Source: an optimization exercise on an open RTL-to-GDS flow (aim: small area, a short achievable clock period and few clock cycles). Production flows keep margins and buffers that such runs may drop. Only simulation tests tie the RTL to the original design; equivalence was not proved. Power and IR drop assume default switching activity.

==> inputs of 05-19 <==
// bace
module bace (
    input  wire        clk,
    input  wire        rst,
    input  wire        req_valid,
    input  wire        req_we,
    input  wire [4:0]  req_addr,
    input  wire [31:0] req_wdata,
    output reg         rsp_valid,
    output reg  [31:0] rsp_rdata,
    output wire        irq
);
    localparam [2:0] E_ILLEGAL      = 3'd1;
    localparam [2:0] E_FULL         = 3'd2;
    localparam [2:0] E_RANGE        = 3'd3;
    localparam [2:0] E_LAGMIN       = 3'd4;
    localparam [2:0] E_INSUFFICIENT = 3'd5;
    localparam [2:0] E_SHORT        = 3'd6;
    localparam [2:0] Q_IDLE  = 3'd0;
    localparam [2:0] Q_WIN   = 3'd1;    
    localparam [2:0] Q_STEP  = 3'd2;    
    localparam [2:0] Q_SWEEP = 3'd3;    
    localparam [2:0] Q_DRAIN = 3'd4;    
    localparam [2:0] Q_CHK   = 3'd5;    
    reg         op_v, op_fast, op_rd, op_cmd;
    reg         op_wctrl, op_wlag, op_wthr, op_wsd;
    reg  [4:0]  op_addr;
    reg  [31:0] op_wd;
    reg         k_nop, k_clear, k_push, k_pushb, k_window, k_seek, k_step, k_sweep;
    reg         k_pp;        
    reg         ie_err, ie_swept;
    reg  [2:0]  errcode;
    reg  [31:0] errcmd_l;    
    reg  [15:0] lagmin;
    reg  [31:0] thresh;
    reg  [31:0] sdata;
    reg         zstate, nonfin;
    reg  [10:0] len;
    reg  [5:0]  nwords;      
    reg  [1023:0] memv;
    reg  [31:0] stage;       
    reg         edge_f;
    reg  [31:0] win;
    reg  [15:0] pos;
    reg  [8:0]  dist_r, dlag_r;
    reg         dvalid;
  ...
==> flow/config.mk <==
export PLATFORM = sky130hd
export DESIGN_NAME = bace
export DESIGN_NICKNAME = bace
export VERILOG_FILES = /design/flow/design.v
export SDC_FILE = /design/flow/constraint.sdc
export NUM_CORES = 4
export LEC_CHECK = 0
export CAP_MARGIN = 20
export CORE_MARGIN = 2
export CORE_UTILIZATION = 55
export SLEW_MARGIN = 20
==> flow/constraint.sdc <==
create_clock -name core_clock -period 12.0 [get_ports {clk}]
set_input_delay 2.4000 -clock core_clock [delete_from_list [all_inputs] [get_ports {clk}]]
set_output_delay 2.4000 -clock core_clock [all_outputs]
set_load 0.01 [all_outputs]
standard.sh (not shown) runs the stock make flow with config.mk's settings and CLKGATE_MAP_FILE= SYNTH_SCRIPT=/design/flow/synth_recipe.tcl, a recipe that flattens the netlist after the stock synthesis.
==> flow/flow/run.sh <==
#!/bin/bash
# The standard layout, with the timing repair steps aiming at a setup slack
# of 8.5 ns and the port buffers made of buf_4 cells (the design's 12 ns
# clock and constraints are unchanged).
set -euo pipefail
bash standard.sh SETUP_SLACK_MARGIN=8.5 "BUFFER_PORTS_ARGS=-buffer_cell sky130_fd_sc_hd__buf_4" finish > make_finish.log 2>&1
==> 07-03: changes against 05-19 <==
==> flow/flow/run.sh (replaced) <==
#!/bin/bash
# The standard layout, with the timing repair steps aiming at a setup slack
# of 8 ns (the design's 12 ns clock and constraints are unchanged).
set -euo pipefail
bash standard.sh SETUP_SLACK_MARGIN=8 finish > make_finish.log 2>&1
Settings changed: CORE_UTILIZATION 55 to 40.
==> qor summary <==
item                                                                                 05-19                    07-03
Fraction of final layout cells with drive strength greater than 1                    0.219                    0.168
Tap cell count                                                                        2204                     3026
Number of antenna violations at the first check in global routing                       34                       25
Worst IR Drop VDD                                                               0.000171 V               0.000125 V
Peak clock frequency supported by timing                                           266 MHz                  255 MHz
Vias in the first global route                                                       53835                    54383
Overall power                                                                      14.5 mW                  14.8 mW
Multi-input gate area in the final layout                                        37800 µm²                36500 µm²
Power density over cell area                                                    138 nW/µm²               141 nW/µm²
Slowest-stage cell, CP                                                             dfxtp_4                  dfxtp_1
Uppermost layer routed                                                                met5                     met4
Arrival time reported for the critical path endpoint                               1.35 ns                  1.52 ns
Number of buffers added by the clock tree synthesis step                               216                      223
Clock Buffer Count                                                                     308                      332
Met3 wire length                                                                   19.1 mm                  16.1 mm
Vias after detailed routing                                                          53297                    53016
Outcome                                                            complete, no violations  complete, no violations
Non-clock buffer share of cell area                                                 0.0168                   0.0150
Switching power                                                                    3.02 mW                  3.07 mW
Cells on worst reg2reg path                                                              6                        7
Testbench counts of 05-19, summed over its fixed seeds: cycles 42,749.
Testbench counts of 07-03, summed over its fixed seeds: cycles 42,749.


==> run a <==
Another version of the RTL of bace (not shown whole).
Settings: LEC_CHECK=0, CAP_MARGIN=20, CORE_MARGIN=2, CORE_UTILIZATION=40, SLEW_MARGIN=20; clock period 12.0 ns.
==> flow/flow/run.sh <==
#!/bin/bash
# The standard layout, with the timing repair steps aiming at a setup slack
# of 8 ns (the design's 12 ns clock and constraints are unchanged).
set -euo pipefail
bash standard.sh SETUP_SLACK_MARGIN=8 finish > make_finish.log 2>&1
==> inputs of run b, as changes to run a <==
--- a/flow/design.v
+++ b/flow/design.v
@@ -15,21 +15,23 @@
     localparam [2:0] E_LAGMIN       = 3'd4;
     localparam [2:0] E_INSUFFICIENT = 3'd5;
     localparam [2:0] E_SHORT        = 3'd6;
     localparam [2:0] Q_IDLE  = 3'd0;
     localparam [2:0] Q_WIN   = 3'd1;    
     localparam [2:0] Q_STEP  = 3'd2;    
     localparam [2:0] Q_SWEEP = 3'd3;    
     localparam [2:0] Q_DRAIN = 3'd4;    
+    localparam [2:0] Q_CHK   = 3'd5;    
     reg         op_v, op_fast, op_rd, op_cmd;
     reg         op_wctrl, op_wlag, op_wthr, op_wsd;
     reg  [4:0]  op_addr;
     reg  [31:0] op_wd;
     reg         k_nop, k_clear, k_push, k_pushb, k_window, k_seek, k_step, k_sweep;
+    reg         k_pp;        
     reg         ie_err, ie_swept;
     reg  [2:0]  errcode;
     reg  [31:0] errcmd_l;    
     reg  [15:0] lagmin;
     reg  [31:0] thresh;
     reg  [31:0] sdata;
     reg         zstate, nonfin;
     reg  [10:0] len;
@@ -43,31 +45,48 @@
     reg         dvalid;
     reg  [8:0]  best_lag, best_dist;    
     reg         found, swept;
     reg         last_bit;
     reg         enc_hi, enc_lo;         
     reg         irq_r;
     reg         rsp_pend;
     reg  [2:0]  seq;
+    reg         busy;        
     reg         seq_sweep;
+    reg  [1:0]  kind;        
+    reg         c_winbad, c_done, c_short, c_lag0, c_insuf;
     reg  [9:0]  tgt;
     reg  [479:0] S;
     reg  [9:0]  p;
     reg  [10:0] q;           
     reg  [4:0]  fr;          
     reg  [31:15] fb;         
     assign irq = irq_r;
     wire [9:0]  half   = len[10:1];
     wire        done_f = (pos >= {6'd0, half});
     wire        full_f = len[10];
     wire        errf   = (errcode != 3'd0);
     wire [4:0]  kpairs = (nwords[5:1]) - 5'd1;
     wire [31:0] status = {23'd0, full_f, swept, found, dvalid, done_f,
                           nonfin, edge_f, zstate, errf};
+    wire f_ctrl  = op_fast && op_wctrl;
+    wire f_clr   = op_fast && op_cmd && k_clear;
+    wire f_psh   = op_fast && op_cmd && k_push && !errf;
+    wire f_ie_err   = f_ctrl ? op_wd[0] : ie_err;
+    wire f_ie_swept = f_ctrl ? op_wd[1] : ie_swept;
+    wire f_errf  = f_clr ? 1'b0 : ((f_psh && full_f) ? 1'b1 : errf);
+    wire f_swept = f_clr ? 1'b0 : ((f_psh && !full_f) ? 1'b0 : swept);
+    wire f_full  = f_clr ? 1'b0 : ((f_psh && len == 11'd1023) ? 1'b1 : full_f);
+    wire f_irq   = (f_ie_err & f_errf) | (f_ie_swept & f_swept);
+    wire irq_push = f_errf ? f_irq : (f_full ? (f_ie_err | (f_ie_swept & f_swept)) : 1'b0);
+    wire irq_pred = (req_addr == 5'd0) ? (req_wdata[25] & irq_push) :
+                    (req_addr == 5'd1) ? ((req_wdata[0] & f_errf) | (req_wdata[1] & f_swept)) :
+                    f_irq;
+    wire irq_cur = (ie_err & errf) | (ie_swept & swept);
     wire [7:0]  i_opc   = req_wdata[31:24];
     wire [23:0] i_arg   = req_wdata[23:0];
     wire        i_arg0  = (i_arg == 24'd0);
     wire in_clear = (i_opc == 8'h01) && i_arg0;
     wire in_push  = (i_opc == 8'h02) && i_arg0;
     wire in_fast  = req_we && ((req_addr != 5'd0) || in_clear || in_push);
     always @(posedge clk) begin
         op_addr  <= req_addr;
@@ -81,27 +100,29 @@
         k_nop    <= (i_opc == 8'h00) && i_arg0;
         k_clear  <= in_clear;
         k_push   <= in_push;
         k_pushb  <= (i_opc == 8'h03) && (i_arg[23:1] == 23'd0);
         k_window <= (i_opc == 8'h04) && (i_arg[7:0] < 8'd32);
         k_seek   <= (i_opc == 8'h05) && (i_arg[23:16] == 8'd0);
         k_step   <= (i_opc == 8'h06) && i_arg0;
         k_sweep  <= (i_opc == 8'h07) && i_arg0;
+        k_pp     <= req_we && (req_addr == 5'd0) && !f_errf && !f_full &&
+                    (in_push || ((i_opc == 8'h03) && (i_arg[23:1] == 23'd0)));
     end
     wire [31:0] c     = op_wd;
     wire [15:0] w_idx = c[23:8];
     wire [7:0]  w_sh  = c[7:0];
     wire ex_cmd = op_v && op_cmd;
     wire win_bad = (w_idx[15:5] != 11'd0) ||
                    ({1'b0, w_idx[4:0]} >= nwords) ||
                    (w_sh != 8'd0 && ({1'b0, w_idx[4:0]} + 6'd1) >= nwords);
     wire enc_bit  = enc_hi ? 1'b1 : (enc_lo ? 1'b0 : zstate);
     wire push_b   = k_push ? enc_bit : c[0];
-    wire push_ok  = ex_cmd && !errf && (k_push || k_pushb) && !full_f;
+    wire push_ok  = op_v && k_pp;
     wire [4:0] ls = len[4:0];
     reg  [31:0] stage_nx;
     integer k;
     always @(*) begin
         for (k = 0; k < 32; k = k + 1)
             stage_nx[k] = (k[4:0] == ls) ? push_b : ((k[4:0] < ls) ? stage[k] : 1'b0);
     end
     wire [31:0] n_sd = (op_v && op_wsd) ? op_wd : sdata;
@@ -112,31 +133,57 @@
     wire mag_lt = (n_sd[30:0] < n_th[30:0]);
     wire bz     = (n_sd[30:0] == 31'd0) && (n_th[30:0] == 31'd0);
     wire ss = n_sd[31], ts = n_th[31];
     wire n_enc_hi = !nan_s && !nan_t &&
                     ((!ss && !ts && mag_gt) || (!ss && ts && !bz) || (ss && ts && mag_lt));
     wire n_enc_lo = !nan_s && !nan_t &&
                     ((!ss && ts && mag_lt) || (ss && ts && !bz) || (ss && !ts && mag_gt));
     reg         vA;
-    reg  [8:0]  lagA;
     reg  [4:0]  ga [0:29];
     reg         vB;
-    reg  [8:0]  lagB;
     reg  [6:0]  pb [0:5];
     reg         vC;
-    reg  [8:0]  lagC;
     reg  [8:0]  dC;
+    wire [8:0]  lagC = p[8:0] - 9'd3;
     wire [479:0] xa = memv[479:0] ^ S;
     function [4:0] pop16(input [15:0] v);
-        integer b;
+        reg t1, t2, t3, t4, t5, t6, t7, t8, t9, t10, t11, t12, t13, t14, t15, t16, t17, t18, t19, t20, t21, t22, t23, t24, t25, t26, t27, t28, t29, t30;
         begin
-            pop16 = 5'd0;
-            for (b = 0; b < 16; b = b + 1)
-                pop16 = pop16 + {4'd0, v[b]};
+            t1 = v[0] ^ v[10] ^ v[11];
+            t2 = (v[0] & v[10]) | (v[0] & v[11]) | (v[10] & v[11]);
+            t3 = v[12] ^ v[13] ^ v[14];
+            t4 = (v[12] & v[13]) | (v[12] & v[14]) | (v[13] & v[14]);
+            t5 = v[15] ^ v[1] ^ v[2];
+            t6 = (v[15] & v[1]) | (v[15] & v[2]) | (v[1] & v[2]);
+            t7 = v[3] ^ v[4] ^ v[5];
+            t8 = (v[3] & v[4]) | (v[3] & v[5]) | (v[4] & v[5]);
+            t9 = v[6] ^ v[7] ^ v[8];
+            t10 = (v[6] & v[7]) | (v[6] & v[8]) | (v[7] & v[8]);
+            t11 = v[9] ^ t1 ^ t3;
+            t12 = (v[9] & t1) | (v[9] & t3) | (t1 & t3);
+            t13 = t5 ^ t7 ^ t9;
+            t14 = (t5 & t7) | (t5 & t9) | (t7 & t9);
+            t15 = t10 ^ t2 ^ t4;
+            t16 = (t10 & t2) | (t10 & t4) | (t2 & t4);
+            t17 = t6 ^ t8 ^ t12;
+            t18 = (t6 & t8) | (t6 & t12) | (t8 & t12);
+            t19 = t14 ^ t15 ^ t17;
+            t20 = (t14 & t15) | (t14 & t17) | (t15 & t17);
+            t21 = t16 ^ t18 ^ t20;
+            t22 = (t16 & t18) | (t16 & t20) | (t18 & t20);
+            t23 = t11 ^ t13;
+            t24 = t11 & t13;
+            t25 = t19 ^ t24;
+            t26 = t19 & t24;
+            t27 = t21 ^ t26;
+            t28 = t21 & t26;
+            t29 = t22 ^ t28;
+            t30 = t22 & t28;
+            pop16 = {t30, t29, t27, t25, t23};
         end
     endfunction
     reg [14:0] wact;
     integer g;
     always @(posedge clk) begin
         for (g = 0; g < 15; g = g + 1)
             wact[g] <= (g < kpairs);
     end
@@ -147,47 +194,43 @@
     end
     wire inj = ((seq == Q_STEP) && (p == tgt)) ||
                ((seq == Q_SWEEP) && (p >= lagmin[9:0]) && (p != half));
     wire [8:0] dsum = {2'd0, pb[0]} + {2'd0, pb[1]} + {2'd0, pb[2]} +
                       {2'd0, pb[3]} + {2'd0, pb[4]} + {2'd0, pb[5]};
     always @(posedge clk) begin
         for (g = 0; g < 30; g = g + 1)
             ga[g] <= pop16(xa[16*g +: 16]);
-        lagA <= p[8:0];
         for (g = 0; g < 6; g = g + 1)
             pb[g] <= {2'd0, gm[5*g]} + {2'd0, gm[5*g+1]} + {2'd0, gm[5*g+2]} +
                      {2'd0, gm[5*g+3]} + {2'd0, gm[5*g+4]};
-        lagB <= lagA;
         dC   <= dsum;
-        lagC <= lagB;
         if (rst) begin
             vA <= 1'b0; vB <= 1'b0; vC <= 1'b0;
         end else begin
             vA <= inj; vB <= vA; vC <= vB;
         end
     end
-    wire s_load = (seq == Q_IDLE);
+    wire s_load = !busy;
     wire feed   = q[10] ? 1'b0 : fb[q[9:5]];
-    wire [4:0] fsel = s_load ? 5'd0 : fr;
     integer w;
     always @(posedge clk) begin
         if (s_load) begin
             S  <= memv[479:0];
             p  <= 10'd0;
             q  <= 11'd480;
             fr <= 5'd1;
         end else begin
             S  <= {feed, S[479:1]};
             p  <= p + 10'd1;
             q  <= q + 11'd1;
             fr <= fr + 5'd1;
         end
         for (w = 15; w < 32; w = w + 1)
-            fb[w] <= memv[32*w + fsel];
+            fb[w] <= s_load ? memv[32*w] : memv[32*w + fr];
     end
     reg [31:0] rd_val;
     always @(*) begin
         case (op_addr)
             5'd1:  rd_val = {30'd0, ie_swept, ie_err};
             5'd2:  rd_val = status;
             5'd3:  rd_val = {29'd0, errcode};
             5'd4:  rd_val = errf ? errcmd_l : 32'd0;
@@ -216,16 +259,17 @@
     reg  [10:0] n_len;
     reg  [5:0]  n_nwords;
     reg         n_edge;
     reg  [31:0] n_win;
     reg  [15:0] n_pos;
     reg  [8:0]  n_dist, n_dlag, n_best_lag, n_best_dist;
     reg         n_dvalid, n_found, n_swept;
     reg  [2:0]  n_seq;
+    reg  [1:0]  n_kind;
     reg         n_seq_sweep;
     reg  [9:0]  n_tgt;
     reg         slow_rsp;        
     task automatic clear_all;
         begin
             n_errcode = 3'd0;
             n_zstate = 1'b0; n_nonfin = 1'b0;
             n_len = 11'd0; n_nwords = 6'd0; n_edge = 1'b0; n_win = 32'd0;
@@ -246,17 +290,17 @@
         n_ie_err = ie_err; n_ie_swept = ie_swept;
         n_errcode = errcode;
         n_lagmin = lagmin; n_thresh = thresh; n_sdata = sdata;
         n_zstate = zstate; n_nonfin = nonfin;
         n_len = len; n_nwords = nwords; n_edge = edge_f; n_win = win; n_pos = pos;
         n_dist = dist_r; n_dlag = dlag_r; n_dvalid = dvalid;
         n_best_lag = best_lag; n_best_dist = best_dist;
         n_found = found; n_swept = swept;
-        n_seq = seq; n_seq_sweep = seq_sweep; n_tgt = tgt;
+        n_seq = seq; n_seq_sweep = seq_sweep; n_tgt = tgt; n_kind = kind;
         slow_rsp = 1'b0;
         if (vC) begin
             n_dist   = dC;
             n_dlag   = lagC;
             n_dvalid = 1'b1;
             if (!found || dC < best_dist) begin
                 n_best_dist = dC;
                 n_best_lag  = lagC;
@@ -280,16 +324,56 @@
         end
         Q_DRAIN: begin
             if (!vA && !vB) begin
                 if (seq_sweep) n_swept = 1'b1;
                 n_seq = Q_IDLE;
                 slow_rsp = 1'b1;
             end
         end
+        Q_CHK: begin
+            n_seq = Q_IDLE;
+            slow_rsp = 1'b1;
+            case (kind)
+            2'd0: begin
+                if (c_winbad) begin
+                    n_errcode = E_RANGE;
+                end else begin
+                    n_seq = Q_WIN;
+                    slow_rsp = 1'b0;
+                end
+            end
+            2'd1: begin
+                if (c_done) begin
+                    n_dvalid = 1'b0;
+                end else if (c_short) begin
+                    n_errcode = E_SHORT;
+                end else begin
+                    n_tgt = pos[9:0];
+                    n_seq = Q_STEP;
+                    n_seq_sweep = 1'b0;
+                    slow_rsp = 1'b0;
+                end
+            end
+            default: begin
+                if (c_lag0) begin
+                    n_errcode = E_LAGMIN;
+                end else if (c_insuf) begin
+                    n_errcode = E_INSUFFICIENT;
+                end else if (c_short) begin
+                    n_errcode = E_SHORT;
+                end else begin
+                    seek(lagmin);
+                    n_seq = Q_SWEEP;
+                    n_seq_sweep = 1'b1;
+                    slow_rsp = 1'b0;
+                end
+            end
+            endcase
+        end
         default: ;
         endcase
         if (op_v) begin
             if (op_wctrl) begin n_ie_err = op_wd[0]; n_ie_swept = op_wd[1]; end
             if (op_wlag) n_lagmin = op_wd[15:0];
             if (op_wthr) n_thresh = op_wd;
             if (op_wsd)  n_sdata  = op_wd;
         end
@@ -308,74 +392,39 @@
                         n_zstate = enc_bit;
                         if (sdata[30:23] == 8'hFF) n_nonfin = 1'b1;
                     end
                     if (len != 11'd0 && push_b != last_bit) n_edge = 1'b1;
                     n_len   = len + 11'd1;
                     if (ls == 5'd0) n_nwords = nwords + 6'd1;
                     n_swept = 1'b0;
                 end
-            end else if (k_window) begin
-                if (win_bad) begin
-                    n_errcode = E_RANGE;
-                end else begin
-                    n_tgt = {w_idx[4:0], w_sh[4:0]};
-                    n_seq = Q_WIN;
-                    slow_rsp = 1'b0;
-                end
+            end else if (k_window || k_step || k_sweep) begin
+                n_tgt  = {w_idx[4:0], w_sh[4:0]};
+                n_kind = k_window ? 2'd0 : (k_step ? 2'd1 : 2'd2);
+                n_seq  = Q_CHK;
+                slow_rsp = 1'b0;
             end else if (k_seek) begin
                 seek(c[15:0]);
-            end else if (k_step) begin
-                if (done_f) begin
-                    n_dvalid = 1'b0;
-                end else if (nwords < 6'd2) begin
-                    n_errcode = E_SHORT;
-                end else begin
-                    n_tgt = pos[9:0];
-                    n_seq = Q_STEP;
-                    n_seq_sweep = 1'b0;
-                    slow_rsp = 1'b0;
-                end
-            end else if (k_sweep) begin
-                if (lagmin == 16'd0) begin
-                    n_errcode = E_LAGMIN;
-                end else if ({5'd0, len} <= {lagmin, 1'b0}) begin
-                    n_errcode = E_INSUFFICIENT;
-                end else if (nwords < 6'd2) begin
-                    n_errcode = E_SHORT;
-                end else begin
-                    seek(lagmin);
-                    n_seq = Q_SWEEP;
-                    n_seq_sweep = 1'b1;
-                    slow_rsp = 1'b0;
-                end
             end else begin
                 n_errcode = E_ILLEGAL;
             end
         end
     end
-    wire f_ctrl  = op_fast && op_wctrl;
-    wire f_clr   = op_fast && op_cmd && k_clear;
-    wire f_psh   = op_fast && op_cmd && k_push && !errf;
-    wire f_ie_err   = f_ctrl ? op_wd[0] : ie_err;
-    wire f_ie_swept = f_ctrl ? op_wd[1] : ie_swept;
-    wire f_errf  = f_clr ? 1'b0 : ((f_psh && full_f) ? 1'b1 : errf);
-    wire f_swept = f_clr ? 1'b0 : ((f_psh && !full_f) ? 1'b0 : swept);
-    wire f_full  = f_clr ? 1'b0 : ((f_psh && len == 11'd1023) ? 1'b1 : full_f);
-    wire f_irq   = (f_ie_err & f_errf) | (f_ie_swept & f_swept);
-    wire irq_push = f_errf ? f_irq : (f_full ? (f_ie_err | (f_ie_swept & f_swept)) : 1'b0);
-    wire irq_pred = (req_addr == 5'd0) ? (req_wdata[25] & irq_push) :
-                    (req_addr == 5'd1) ? ((req_wdata[0] & f_errf) | (req_wdata[1] & f_swept)) :
-                    f_irq;
-    wire irq_cur = (ie_err & errf) | (ie_swept & swept);
     always @(posedge clk) begin
         rsp_rdata <= rd_val;
         enc_hi <= n_enc_hi;
         enc_lo <= n_enc_lo;
         if (ex_cmd && !errf) errcmd_l <= c;
+        c_winbad <= win_bad;
+        c_done   <= done_f;
+        c_short  <= (nwords < 6'd2);
+        c_lag0   <= (lagmin == 16'd0);
+        c_insuf  <= ({5'd0, len} <= {lagmin, 1'b0});
+        kind     <= n_kind;
         if (push_ok) begin
             stage    <= stage_nx;
             last_bit <= push_b;
         end
         if (rst) begin
             op_v      <= 1'b0;
             op_fast   <= 1'b0;
             rsp_valid <= 1'b0;
@@ -397,24 +446,25 @@
             dist_r    <= 9'd0;
             dlag_r    <= 9'd0;
             dvalid    <= 1'b0;
             best_lag  <= 9'd0;
             best_dist <= 9'd0;
             found     <= 1'b0;
             swept     <= 1'b0;
             seq       <= Q_IDLE;
+            busy      <= 1'b0;
             seq_sweep <= 1'b0;
             tgt       <= 10'd0;
         end else begin
             op_v      <= req_valid;
             op_fast   <= req_valid && in_fast;
             rsp_valid <= (req_valid && in_fast) || (op_v && op_rd) || rsp_pend;
             rsp_pend  <= slow_rsp;
-            irq_r     <= (req_valid && in_fast) ? irq_pred : (op_fast ? irq_r : irq_cur);
+            irq_r     <= (req_valid && req_we) ? irq_pred : (op_fast ? irq_r : irq_cur);
             ie_err    <= n_ie_err;
             ie_swept  <= n_ie_swept;
             errcode   <= n_errcode;
             lagmin    <= n_lagmin;
             thresh    <= n_thresh;
             sdata     <= n_sdata;
             zstate    <= n_zstate;
             nonfin    <= n_nonfin;
@@ -426,16 +476,17 @@
             dist_r    <= n_dist;
             dlag_r    <= n_dlag;
             dvalid    <= n_dvalid;
             best_lag  <= n_best_lag;
             best_dist <= n_best_dist;
             found     <= n_found;
             swept     <= n_swept;
             seq       <= n_seq;
+            busy      <= (n_seq != Q_IDLE) && (n_seq != Q_CHK);
             seq_sweep <= n_seq_sweep;
             tgt       <= n_tgt;
         end
     end
     integer m;
     always @(posedge clk) begin
         for (m = 0; m < 32; m = m + 1)
             if (push_ok && len[9:5] == m[4:0])
==> flow/flow/run.sh (replaced) <==
#!/bin/bash
# The standard layout, with the timing repair steps aiming at a setup slack
# of 8.5 ns and the port buffers made of buf_4 cells (the design's 12 ns
# clock and constraints are unchanged).
set -euo pipefail
bash standard.sh SETUP_SLACK_MARGIN=8.5 "BUFFER_PORTS_ARGS=-buffer_cell sky130_fd_sc_hd__buf_4" finish > make_finish.log 2>&1
CORE_UTILIZATION = 55   (was 40)
==> inputs of run c, as changes to run a <==
--- a/flow/design.v
+++ b/flow/design.v
@@ -112,24 +112,22 @@
     wire mag_lt = (n_sd[30:0] < n_th[30:0]);
     wire bz     = (n_sd[30:0] == 31'd0) && (n_th[30:0] == 31'd0);
     wire ss = n_sd[31], ts = n_th[31];
     wire n_enc_hi = !nan_s && !nan_t &&
                     ((!ss && !ts && mag_gt) || (!ss && ts && !bz) || (ss && ts && mag_lt));
     wire n_enc_lo = !nan_s && !nan_t &&
                     ((!ss && ts && mag_lt) || (ss && ts && !bz) || (ss && !ts && mag_gt));
     reg         vA;
-    reg  [8:0]  lagA;
     reg  [4:0]  ga [0:29];
     reg         vB;
-    reg  [8:0]  lagB;
     reg  [6:0]  pb [0:5];
     reg         vC;
-    reg  [8:0]  lagC;
     reg  [8:0]  dC;
+    wire [8:0]  lagC = p[8:0] - 9'd3;
     wire [479:0] xa = memv[479:0] ^ S;
     function [4:0] pop16(input [15:0] v);
         integer b;
         begin
             pop16 = 5'd0;
             for (b = 0; b < 16; b = b + 1)
                 pop16 = pop16 + {4'd0, v[b]};
         end
@@ -147,23 +145,20 @@
     end
     wire inj = ((seq == Q_STEP) && (p == tgt)) ||
                ((seq == Q_SWEEP) && (p >= lagmin[9:0]) && (p != half));
     wire [8:0] dsum = {2'd0, pb[0]} + {2'd0, pb[1]} + {2'd0, pb[2]} +
                       {2'd0, pb[3]} + {2'd0, pb[4]} + {2'd0, pb[5]};
     always @(posedge clk) begin
         for (g = 0; g < 30; g = g + 1)
             ga[g] <= pop16(xa[16*g +: 16]);
-        lagA <= p[8:0];
         for (g = 0; g < 6; g = g + 1)
             pb[g] <= {2'd0, gm[5*g]} + {2'd0, gm[5*g+1]} + {2'd0, gm[5*g+2]} +
                      {2'd0, gm[5*g+3]} + {2'd0, gm[5*g+4]};
-        lagB <= lagA;
         dC   <= dsum;
-        lagC <= lagB;
         if (rst) begin
             vA <= 1'b0; vB <= 1'b0; vC <= 1'b0;
         end else begin
             vA <= inj; vB <= vA; vC <= vB;
         end
     end
     wire s_load = (seq == Q_IDLE);
     wire feed   = q[10] ? 1'b0 : fb[q[9:5]];
CORE_UTILIZATION = 55   (was 40)
==> impl_results.md <==
- Met2 wire length: 127000 um
- Fmax: 243 MHz
- Status: finished clean
- P_comb: 92.2 uW
- Share of cells above drive strength 1: 0.0737
the above is filed under run a

==> impl_results.md <==
- Status: finished clean
- Post-synthesis cell type count: 86
- Fmax: 253 MHz
- P_comb: 110 uW
- R2r setup slk: 8.19 ns
- Share of cells above drive strength 1: 0.0776
- Crit path max fanout: 1
- Sequential cell count: 2126
- CP Cell Sequence: dlygate4sd2_1
the above is filed under run c

==> impl_results.md <==
- Status: finished clean
- Routed WL: 240000 um
- Met2 wire length: 114000 um
- P_comb: 89.0 uW
- Share of cells above drive strength 1: 0.231
- Fmax: 269 MHz
- Max reg flops: 1024
- Post-synth EDFFs: 1090
the above is filed under run b

Testbench counts of run a, summed over its fixed seeds: cycles 42,731.
Testbench counts of run b, summed over its fixed seeds: cycles 42,749.
Testbench counts of run c, summed over its fixed seeds: cycles 42,731.

## port drivers added, routing unchanged
No port has a modelled driver above. Below, the same layouts with a new extraction and two added sets of constraints.
Step 1 sets driving cells, clkbuf_16 on the clock port and buf_2 on the other inputs (assumed; they add their load-dependent delay and slew).
Step 2 moves the port delays by t, midway between the first and last clock arrival at a register: inputs arrive t later, outputs are due t later. That takes back most of the time a late clock gives input paths.
a / b / c = ideal / step 1 / step 2; a / b = the first two.
run	t (ns)	setup WS [ns]	worst hold slack (ns)	worst setup path at the end
05-19	0.930	8.247 / 8.162 / 7.632	0.444 / 0.444 / 0.444	input to register
07-03	0.933	8.080 / 7.993 / 7.221	0.437 / 0.437 / 0.437	input to register
run a	0.930	7.886 / 7.886 / 7.349	0.326 / 0.326 / 0.326	input to register
run b	0.949	8.288 / 8.198 / 7.581	0.434 / 0.434 / 0.434	input to register
run c	0.945	8.049 / 7.957 / 7.185	0.442 / 0.442 / 0.442	input to register
After both steps every run listed still meets setup and hold. The setup slack of run c, which loses most, moves by -0.092 ns with the drivers and by -0.864 ns with both steps.
